Context: an optimization exercise on an open-source flow, tuned for small area, a short achievable clock period and few clock cycles. The choices shown serve that exercise and are no tape-out recipe.
Function was checked by simulation only, so behaviour that the tests miss may differ from the original.
Power figures rest on the tool's default switching activity, not on a simulated workload.

## lcde
module lcde (
    input  wire        clk,
    input  wire        rst,           
    input  wire        csr_we,
    input  wire [3:0]  csr_addr,
    input  wire [31:0] csr_wdata,
    output reg  [31:0] csr_rdata,
    output wire [2:0]  status,        
    output reg         pt_req,
    output reg  [16:0] pt_addr,
    input  wire        pt_ack,
    input  wire [31:0] pt_rdata,
    output reg         snk_valid,
    output reg  [1:0]  snk_cmd,
    output reg         cb_req,
    input  wire        cb_ack,
    input  wire [31:0] cb_count,
    output reg         diag
);
For scale: ~4200 cells after synthesis, about 160 I/O pins, ~39000 um^2 of cells after synthesis.
==> flow/config.mk <==
export PLATFORM = sky130hd
export DESIGN_NAME = lcde
export DESIGN_NICKNAME = lcde
export VERILOG_FILES = /design/flow/design.v
export SDC_FILE = /design/flow/constraint.sdc
export NUM_CORES = 4
export LEC_CHECK = 0
export CAP_MARGIN = 5
export CORE_MARGIN = 2
export CORE_UTILIZATION = 50
export CTS_CLUSTER_DIAMETER = 110
export CTS_CLUSTER_SIZE = 20
export SETUP_SLACK_MARGIN = 4
export SLEW_MARGIN = 5
==> flow/constraint.sdc <==
create_clock -name core_clock -period 10.0 [get_ports {clk}]
set_input_delay 2.0000 -clock core_clock [delete_from_list [all_inputs] [get_ports {clk}]]
set_output_delay 2.0000 -clock core_clock [all_outputs]
set_load 0.01 [all_outputs]
standard.sh (not shown) runs the stock make flow with config.mk's settings and CLKGATE_MAP_FILE= SYNTH_SCRIPT=/design/flow/synth_recipe.tcl, a recipe that flattens the netlist after the stock synthesis.
==> flow/flow/run.sh <==
#!/bin/bash
# The standard layout (standard synthesis, floorplan, power grid, placement, CTS,
# routing), with one change: the buffer placed on every input and output port
# is a sky130_fd_sc_hd__buf_2 instead of the default delay buffer.
set -euo pipefail
bash standard.sh BUFFER_PORTS_ARGS="-buffer_cell sky130_fd_sc_hd__buf_2" finish > standard_flow.log 2>&1
The first run completed without violations.
Testbench counts at the start, summed over its fixed seeds: cycles 32,668.
Change:
Settings changed: CORE_UTILIZATION 50 to 40.
Outcome:
- hold slack hardly moves
- wire length went up by 1.3%
- clock power stays flat
- setup slack improved by 0.036 ns
- critical path depth went down by 9
- power barely changes
- die area went up by 25%
- cell area went up by 0.82%
- sequential share of layout area went down by 0.24 points
Change:
Settings changed: CAP_MARGIN 5 to 20, CTS_CLUSTER_DIAMETER 110 to not set, CTS_CLUSTER_SIZE 20 to not set, SLEW_MARGIN 5 to 20.
- The changed run produced a clean layout
- critical path depth is unchanged
- synthesized cell count does not change
- setup slack is worse by 0.021 ns
- die area is unchanged
- design area rose by 2.6%
- clock power rose by about 60%
- maximum frequency fell by 0.35%
- routed wire length rose by 0.83%

* * *

lcde again, from the RTL that the note above started with.
export LEC_CHECK = 0
export CAP_MARGIN = 20
export CORE_MARGIN = 2
export CORE_UTILIZATION = 40
export CTS_CLUSTER_DIAMETER = 110
export CTS_CLUSTER_SIZE = 20
export SETUP_SLACK_MARGIN = 4
export SLEW_MARGIN = 20
create_clock -name core_clock -period 10.0 [get_ports {clk}]
Scripts as last shown in full above: flow/flow/run.sh
Testbench counts at the start, summed over its fixed seeds: cycles 32,668.
Next try:
Settings changed: CORE_UTILIZATION 40 to 50, CTS_CLUSTER_DIAMETER 110 to default, CTS_CLUSTER_SIZE 20 to default.
The new run produced a clean layout.
Total power increases by 17%.
Cell count decreases by about 3.7%.
Synthesized cell count does not change.
Wire length decreases by about 0.8%.
Utilization increases by 12 points.
Die area decreases by 20%.
Synthesized area does not change.

* * *

## old
lcde again, from the RTL that the note above started with.
export LEC_CHECK = 0
export CAP_MARGIN = 20
export CORE_MARGIN = 2
export CORE_UTILIZATION = 40
export CTS_CLUSTER_DIAMETER = 80
export CTS_CLUSTER_SIZE = 24
export SETUP_SLACK_MARGIN = 4
export SLEW_MARGIN = 20
create_clock -name core_clock -period 10.0 [get_ports {clk}]
Scripts as last shown in full above: flow/flow/run.sh
old has completed all stages; timing, DRC and antenna checks passed.
Testbench counts of old, summed over its fixed seeds: cycles 32,668.
Input changes introduced in new (baseline for comparison: old):
==> flow/config.mk <==
export PLATFORM = sky130hd
export DESIGN_NAME = lcde
export DESIGN_NICKNAME = lcde
export VERILOG_FILES = /design/flow/design.v
export SDC_FILE = /design/flow/constraint.sdc
export NUM_CORES = 4
export LEC_CHECK = 0
export CAP_MARGIN = 5
export CORE_MARGIN = 2
export CORE_UTILIZATION = 40
export SETUP_SLACK_MARGIN = 4
export SLEW_MARGIN = 5
Notes after the runs:
| power share of the clock group | new vs old | 4.5 points higher |. According to the power report, total power for new is higher than for old. Setup slack in new is larger than in old. Relative to old, new degrades internal power of the cells. Looking at old and new, the global-route wire length before repair is a wash.

-- what the ideal ports hide --
Ports are ideal in the flow. The routed layouts listed here were re-timed in OpenROAD.
Step 1: set_driving_cell puts a clkbuf_16 on clk and a buf_2 on each other input, an assumption about the parent block.
Step 2 adds t to the input delays and takes it off the output delays; t is the mean of the earliest and latest rising clock arrival at the registers after step 1. Input paths then give back, and output paths get back, about the clock's delay inside the block.
Three values: ideal, step 1, step 2; two values: the first two.
run	t (ns)	slack for setup (ns)	worst hold slack (ns)
the first run of note 1	0.692	4.029 / 4.029 / 4.029	0.497 / 0.497 / 0.497
the second run of note 1	0.706	4.065 / 4.045 / 4.045	0.499 / 0.499 / 0.499
the third run of note 1	0.713	4.044 / 4.023 / 4.023	0.492 / 0.492 / 0.492
the first run of note 2	0.705	4.046 / 4.025 / 4.025	0.499 / 0.499 / 0.499
the second run of note 2	0.712	4.058 / 4.036 / 4.036	0.493 / 0.493 / 0.493
old	0.668	4.028 / 4.007 / 4.007	0.499 / 0.499 / 0.499
new	0.704	4.068 / 4.050 / 4.050	0.494 / 0.494 / 0.494
After both steps every run listed still meets setup and hold. For the second run of note 2, which loses most, drivers alone change the setup slack by -0.022 ns; drivers and shift together by -0.022 ns.
